From an optimization exercise on the open Yosys and OpenROAD flow, aimed at small area, a short achievable clock period and few clock cycles per item; shortcuts taken in it are not production practice.
Function was checked by simulation only, so behaviour that the tests miss may differ from the original.
Power is estimated from default activity; no workload was simulated.

<file path="design.v">
module frame_encoder #(
    parameter MAX_LEN = 64
) (
    input  wire       clk,
    input  wire       rst,
    input  wire       in_valid,
    output reg        in_ready,
    input  wire [7:0] in_data,
    input  wire       in_last,
    input  wire       in_corrupt,
    output reg        out_valid,
    input  wire       out_ready,
    output reg  [7:0] out_data,
    output reg        out_last
);
    localparam N  = 68;
    localparam PW = 7;
    localparam W_OPEN  = 3'd0;
    localparam W_CODE0 = 3'd1;
    localparam W_DATA  = 3'd2;
    localparam W_T1    = 3'd3;
    localparam W_T2    = 3'd4;
    localparam W_CLOSE = 3'd5;
    localparam R_OPEN  = 2'd0;
    localparam R_CODE0 = 2'd1;
    localparam R_BODY  = 2'd2;
    function [15:0] crc_step(input [15:0] c, input [7:0] b);
        reg [7:0] x;
        begin
            x = c[15:8] ^ b;
            x = x ^ (x >> 4);
            crc_step = (c << 8) ^ ({8'd0, x} << 12) ^ ({8'd0, x} << 5) ^ {8'd0, x};
        end
    endfunction
    reg  [7:0]   r_data [0:N-1];
    reg  [N-1:0] r_flag;
    reg  [PW-1:0] ic;         
    reg          init;        
    reg  [PW-1:0] w_wait;     
    reg  [PW-1:0] r_wait;     
    reg          w_turn;      
    reg          r_turn;      
    reg  [PW-1:0] cnt;        
    reg          c_zero;      
    reg          c_full;      
    reg          c_high;      
    reg          c_ge3;       
    reg          cons;        
    reg  [2:0]   w_state;
    reg  [15:0]  crc;
    reg          corrupt;     
    reg  [1:0]   r_state;
    wire out_free = !out_valid || out_ready;
    wire in_fire  = in_valid && in_ready;
    wire       t_hi   = (w_state == W_T1) ^ !corrupt;
    wire [7:0] t_byte = t_hi ? crc[15:8] : crc[7:0];
    wire       t_zero = (t_byte == 8'h00);
    wire w_data = (w_state == W_DATA);
    wire proc   = in_fire;                         
    wire write  = w_data ? in_fire : (w_turn && !c_full);
    reg        w_flag;
    reg  [7:0] w_byte;
    always @* begin
        w_flag = 1'b0;
        w_byte = in_data;
        case (w_state)
            W_DATA:  w_flag = (in_data == 8'h00);
            W_T1, W_T2: begin
                w_flag = t_zero;
                w_byte = t_byte;
            end
            W_CLOSE: begin
                w_flag = 1'b1;
                w_byte = 8'd1;
            end
            default: ;
        endcase
    end
    reg  [2:0] w_state_n;
    always @* begin
        w_state_n = w_state;
        if (write) begin
            case (w_state)
                W_OPEN:  w_state_n = W_CODE0;
                W_CODE0: w_state_n = W_DATA;
                W_DATA:  if (in_last) w_state_n = W_T1;
                W_T1:    w_state_n = W_T2;
                W_T2:    w_state_n = W_CLOSE;
                default: w_state_n = W_OPEN;
            endcase
        end
    end
    wire       s_flag = r_flag[N-2];
    wire [7:0] s_byte = r_data[N-2];
    reg  [127:0] g;           
    reg          fv [0:7][0:127];
    reg  [6:0]   fi [0:7][0:127];
    integer l, k;
    always @* begin
        g = 128'd0;
        for (k = 1; k <= N - 3; k = k + 1)
            g[k] = r_flag[N-3-k];
        for (k = 0; k < 128; k = k + 1) begin
            fv[0][k] = g[k];
            fi[0][k] = 7'd0;
        end
        for (l = 1; l <= 7; l = l + 1)
            for (k = 0; k < (128 >> l); k = k + 1) begin
                fv[l][k] = fv[l-1][2*k] | fv[l-1][2*k+1];
                fi[l][k] = fv[l-1][2*k] ? fi[l-1][2*k]
                                        : (fi[l-1][2*k+1] | (7'd1 << (l-1)));
            end
    end
    reg        gap_found;     
    reg  [6:0] gap_near;      
    wire       found = gap_found || r_flag[0] || (c_full && r_flag[N-1]);
    wire [6:0] gap   = gap_found ? gap_near : r_flag[0] ? N - 2 : N - 1;
    wire is_close  = s_flag && s_byte[0];
    wire need_code = (r_state == R_CODE0) || ((r_state == R_BODY) && s_flag && !s_byte[0]);
    wire r_ready   = (r_state == R_OPEN) ? c_ge3 : !c_zero;
    wire consume   = r_turn && r_ready && out_free && (!need_code || found);
    wire          c_up   = write && !consume;
    wire          c_down = !write && consume;
    wire [PW-1:0] cnt_p  = cnt + 1'b1;
    wire [PW-1:0] cnt_m  = cnt - 1'b1;
    wire [PW-1:0] cnt_n  = c_up ? cnt_p : c_down ? cnt_m : cnt;
    wire          zero_n = c_up ? 1'b0 : c_down ? (cnt_m == 0) : c_zero;
    wire          high_n = c_up ? (cnt_p == N - 1) : c_down ? (cnt_m == N - 1) : c_high;
    wire          ge3_n  = c_up ? (cnt_p >= 3) : c_down ? (cnt_m >= 3) : c_ge3;
    wire          empty    = c_zero && !write;
    wire [PW-1:0] w_wait_n = (empty || write) ? {PW{1'b0}} :
                             w_turn ? N - 1 : w_wait - 1'b1;
    wire [PW-1:0] r_wait_n = empty ? N - 1 :
                             consume ? {PW{1'b0}} :
                             r_turn ? N - 1 : r_wait - 1'b1;
    wire          w_turn_n = empty || write || (!w_turn && w_wait == 1);
    wire          r_turn_n = !empty && (consume || (!r_turn && r_wait == 1));
    wire          full_n   = c_up ? c_high : c_down ? 1'b0 : c_full;
    wire          proc_n    = (w_state_n == W_DATA) && w_turn_n && !full_n;
    integer i;
    always @(posedge clk) begin
        for (i = 1; i < N; i = i + 1)
            r_data[i] <= r_data[i-1];
        r_data[0] <= write ? w_byte : r_data[N-1];
    end
    always @(posedge clk) begin
        r_flag <= {r_flag[N-2:0],
                   rst ? 1'b0 :
                   write ? w_flag : (r_flag[N-1] && !cons && !init)};
    end
    always @(posedge clk) begin
        if (rst) begin
            ic        <= 0;
            init      <= 1'b1;
            w_wait    <= 0;
            r_wait    <= N - 1;
            w_turn    <= 1'b1;
            r_turn    <= 1'b0;
            cnt       <= 0;
            c_zero    <= 1'b1;
            c_full    <= 1'b0;
            c_high    <= 1'b0;
            c_ge3     <= 1'b0;
            cons      <= 1'b0;
            in_ready  <= 1'b0;
            w_state   <= W_OPEN;
            crc       <= 16'hFFFF;
            r_state   <= R_OPEN;
            out_valid <= 1'b0;
            out_data  <= 8'h00;
            out_last  <= 1'b0;
        end else begin
            if (init) ic <= ic + 1'b1;
            if (ic == N - 1) init <= 1'b0;
            w_wait  <= w_wait_n;
            r_wait  <= r_wait_n;
            w_turn  <= w_turn_n;
            r_turn  <= r_turn_n;
            cnt     <= cnt_n;
            c_zero  <= zero_n;
            c_full  <= full_n;
            c_high  <= high_n;
            c_ge3   <= ge3_n;
            cons    <= consume;
            gap_found <= fv[7][0];
            gap_near  <= fi[7][0];
            w_state <= w_state_n;
            in_ready <= proc_n;
            if (proc) begin
                crc  <= crc_step(crc, in_data);
                if (in_last) corrupt <= in_corrupt;
            end
            if (write && w_state == W_CLOSE) crc <= 16'hFFFF;
            if (out_valid && out_ready) out_valid <= 1'b0;
            if (consume) begin
                out_valid <= 1'b1;
                out_last  <= 1'b0;
                case (r_state)
                    R_OPEN: begin
                        out_data <= 8'h00;
                        r_state  <= R_CODE0;
                    end
                    R_CODE0: begin
                        out_data <= {1'b0, gap};
                        r_state  <= R_BODY;
                    end
                    default: begin
                        if (!s_flag) begin
                            out_data <= s_byte;
                        end else if (is_close) begin
                            out_data <= 8'h00;
                            out_last <= 1'b1;
                            r_state  <= R_OPEN;
                        end else begin
                            out_data <= {1'b0, gap};
                        end
                    end
                endcase
            end
        end
    end
endmodule
</file>
<file path="run.sh">
#!/bin/bash
# synth_recipe.tcl (not shown) runs the flow's synth.tcl, then flattens the netlist and writes it again
# the make line also repeats each setting of config.mk as NAME=value (left out here)
make -C /OpenROAD-flow-scripts/flow DESIGN_CONFIG=/design/flow/config.mk WORK_HOME=/design/flow/orfs CLKGATE_MAP_FILE= SYNTH_SCRIPT=/design/flow/synth_recipe.tcl finish
</file>
<file path="config.mk">
export PLATFORM = sky130hd
export DESIGN_NAME = frame_encoder
export DESIGN_NICKNAME = frame_encoder
export VERILOG_FILES = /design/flow/design.v
export SDC_FILE = /design/flow/constraint.sdc
export NUM_CORES = 4
export LEC_CHECK = 0
export ABC_AREA = 1
export CAP_MARGIN = 20
export CORE_MARGIN = 2
export CORE_UTILIZATION = 65
export CTS_CLUSTER_DIAMETER = 100
export CTS_CLUSTER_SIZE = 24
export PLACE_DENSITY = 0.8
export SETUP_SLACK_MARGIN = 3.8
export SLEW_MARGIN = 20
</file>
<file path="constraint.sdc">
create_clock -name core_clock -period 6.0 [get_ports {clk}]
set_input_delay 1.2000 -clock core_clock [delete_from_list [all_inputs] [get_ports {clk}]]
set_output_delay 1.2000 -clock core_clock [all_outputs]
set_load 0.01 [all_outputs]
</file>
==> summary.md <==
| Metric | Value |
|---|---|
| RSZ-0062 raised after global routing | `true` |
| Clock slew seen by the registers of the worst setup and hold paths | `0.10 ns` |
| Cell family with most CP delay | `flip-flops` |
| Least-Margin Pin Slew | `0.631 ns` |
| Dpl hpwl | `15.4 mm` |
| Max VDD drop | `490 uV` |
| Critical Path Max Stage Delay | `0.38 ns` |
| Setup crit end kind | `primary output` |
| Mapped Area | `0.0172 sq mm` |
| Yosys top cell by area | `dfxtp_1` |
| Register area share after synthesis | `0.808` |
| CTS tree | `yes` |
| Die W | `167 um` |
| Lkg Pwr | `8.11 nW` |
| Setup WS post-layout | `3.77 ns` |
| Synth Area in Compound Gates | `0.0537` |
| Power Density | `509 mW/mm^2` |
| CP Buf/Inv Count | `1` |
| Cell variety after synth | `45` |
| Status | `finished clean` |
| Total number of vias | `8756` |
| YS warnings | `4` |
| Placed Area | `0.0178 sq mm` |
| Setup TNS | `0 ns` |
| CTS Hold Buffers Added | `0` |
| Mux contribution to synthesized area | `0.000583` |
| GRT Util Overall | `0.190` |
| Mapped Avg Cell Area | `12.7 sq um` |
| Detail Route Antenna Nets | `0` |
| Yosys reg bits | `689` |
| Fraction of registers with async set/reset | `0` |
| Die H | `167 um` |
| Final core occ | `0.742` |
| Yosys top cell area share | `0.793` |
| Largest net degree at the start of global routing | `26` |
| Vias/cell | `4.96` |
| Synth Area in Adders | `0.00947` |
| Synth Area in Simple Gates | `0.0887` |
| Die footprint | `0.0277 sq mm` |
| Number of global-route vias before repair | `8821` |
| Post-layout nets | `1451` |
| Grt total ovfl | `0` |
| Critical Path Start Type | `flip-flop` |
| Core area | `0.0260 sq mm` |
| Bufs on Longest Clock Path | `3` |
| DRC viols | `0` |
| Worst Path Max Fanout | `2` |
| Synthesis-to-layout area growth | `12.2%` |
| Drt pass-1 iters | `5` |
| Slew headroom | `0.579` |
| EDFF count, synth | `9` |
| Clk latency of the worst-skew pair | `0.53 ns` |
| Max-slew violations | `0` |
| Worst hold margin | `0.322 ns` |
| Xor/xnor share of the synthesized area | `0.0133` |
| Syn nets | `1379` |
| Crit path DAT | `1.03 ns` |
| First-pass GRT wire length | `43.0 mm` |
| HP Class | `reg2reg` |
| Critical-path top delay cell | `dfxtp_4` |
| I/O Buffers | `24` |
| Fin area | `0.0193 sq mm` |
| DR iter-0 viols | `477` |
| Routability Congestion | `0.903` |
| Max-Cap Viols | `0` |
| Crit path time final | `2.23 ns` |
| Initial antenna violation count | `3` |
| Critical Path RT | `4.80 ns` |
| Clock tree sinks | `689` |
| Root Buffer | `clkbuf_16` |
| Pre-CTS setup slack | `2.30 ns` |
| Final hold violations | `0` |
| Initial Util | `0.661` |
| Max Fclk | `0.449 GHz` |
| Fin crit share | `0.372` |
| Primary FF master, synth | `dfxtp_1` |
| Synth area leaders | `dfxtp_1 (79%), nand2_1 (3.4%), nor2_1 (2.2%)` |
| CTS Buf Count | `34` |
| CP Cell Sequence | `buf_6` |
| Final Setup Violations | `0` |
| H-Tree Depth | `2` |
| Layout cell share with drive strength beyond 1 | `0.113` |
| Gate Count Post-Synth | `1352` |
| Largest family of logic cells by synthesized area | `simple AND/OR/NAND/NOR gates` |
| I/O pin count | `25` |
| Worst Skew | `0.0171 ns` |
| Routed WL per cell | `14.9 um` |
| Row count | `59` |
| DRT Wirelength | `26.3 mm` |
| Kind of critical path | `reg2out` |
-- synth_stat cells (2+ instances only) --
cell type,count
a211oi_1,3
a21oi_1,41
a31o_2,2
a31oi_1,3
buf_2,4
clkbuf_1,10
clkinv_1,2
dfxtp_1,680
edfxtp_1,9
ha_1,13
inv_1,91
inv_2,6
nand2_1,154
nand2_2,7
nand3_1,49
nand4_1,10
nor2_1,99
nor2_2,3
nor2_4,3
nor3_1,10
nor3b_1,2
nor4_1,5
o2111ai_1,2
o211a_1,2
o211ai_1,12
o21a_1,2
o21ai_0,61
o21ai_1,3
o21bai_1,7
o221ai_1,4
o22ai_1,5
o31ai_1,4
or2_2,8
xnor2_1,13
xor2_1,13
-- flip-flops by register name, indices dropped and copies added, names as in the netlist, 2 cells and up --
name,cells
r_flag,68
w_state,3
r_state,2
r_wait,7
ic,7
crc,16
gap_near,7
cnt,7
w_wait,7
r_data,544
out_data,8
-- final cells by class --
cell class / instances / area [sq um]
antenna: 2 / 5.00
multi-input combinational: 549 / 3110
fill: 1626 / 6720
tap: 335 / 419
timing repair inverter: 1 / 5.00
clock inverter: 3 / 41.3
timing repair buffer: 50 / 490
sequential: 689 / 13900
inverter: 99 / 412
clock buffer: 37 / 883
-- routing by layer --
layer	part of all wire	routed length (um)	vias to the layer above	GRT usage
met5	0.00049	13	-	0
met4	0.027	706	2	0.0607
met3	0.044	1170	55	0.0383
met2	0.45	11900	164	0.306
met1	0.48	12600	4093	0.262
li1	-	-	4442	-
-- cells in the final DEF, fill, tap and decap left out, drive strengths merged, types with 3 or more instances in the layout --
cell,instances
a211oi,4
a21oi,42
a31oi,3
buf,39
clkbuf,38
clkdlybuf4s50,3
clkinv,6
dfxtp,680
dlymetal6s2s,5
edfxtp,9
ha,13
inv,95
nand2,161
nand3,49
nand4,10
nor2,105
nor3,11
nor4,5
o211ai,12
o21ai,66
o21bai,7
o221ai,4
o22ai,5
o31ai,4
or2,9
xnor2,13
xor2,13
-- stage by stage --
step	instances	total power, W
floorplan	1352	0.00703
global placement	1695	0.00730
detailed placement	1695	0.00735
CTS	1751	0.00981
global route	1763	0.0103
finish	1765	0.00980
-- kinds of logic (layout without fill, tap and decap cells) --
logic type,count (synthesis),in the layout
flip-flops,689,689
XOR/XNOR,26,26
adder cells (fa/ha/maj),13,13
AO/OA/AOI/OAI,156,157
buffers and inverters,115,190
multiplexers,1,1
AND/OR/NAND/NOR,352,352
other,0,2
-- report_power, final --
| group | switching (W) | total (W) | internal [W] |
|---|---|---|---|
| combinational | 0.000615 | 0.00101 | 0.000394 |
| sequential | 0.000431 | 0.00641 | 0.00598 |
| clock | 0.00131 | 0.00238 | 0.00106 |
| total | 0.00236 | 0.00980 | 0.00744 |
-- path summary, 6_finish.rpt --
check	startpoint	to	slack [ns]	depth (start not counted)
min reg2reg	r_data[64][3]$_DFF_P_	r_data[65][3]$_DFF_P_	0.32	0
max reg2reg	r_state[1]$_SDFFE_PP0P_	c_high$_SDFFE_PP0P_	3.87	13
max	in_ready$_SDFF_PP0_	in_ready	3.77	1
min	r_data[64][3]$_DFF_P_	r_data[65][3]$_DFF_P_	0.32	0
-- repair_timing --
item / in CTS / in global routing
setup endpoints to repair: 95 / 37
cloned: 2 / 0
gates resized for setup: 92 / 39
hold endpoints to repair: 0 / 0
pin swaps: 11 / 11
setup buffers: 14 / 12
Testbench counts, summed over its fixed seeds: cycles 47,282, frames 1,200.

==> what the ideal ports hide <==
Ports are ideal in the flow. The routed layout listed here was re-timed in OpenROAD. Step 1 assumes that a clkbuf_16 drives the clock port and a buf_2 every other input. Step 2 times the ports against the registers' clock, not the clock port: input delays grow and output delays shrink by t, the midpoint of the rising clock arrivals with the driver on. a / b / c = no drivers / after step 1 / after step 2; a / b = the first two.
shift t [ns]: 0.571
setup WS [ns]: 3.771 / 3.721 / 3.266
hold WS [ns]: 0.322 / 0.322 / 0.322
worst setup path after step 2: input to register
worst slew at a driven data input, ns: 0.08
After both steps setup and hold are still met in this run. The setup slack of this run moves by -0.050 ns with the drivers and by -0.505 ns with both steps.
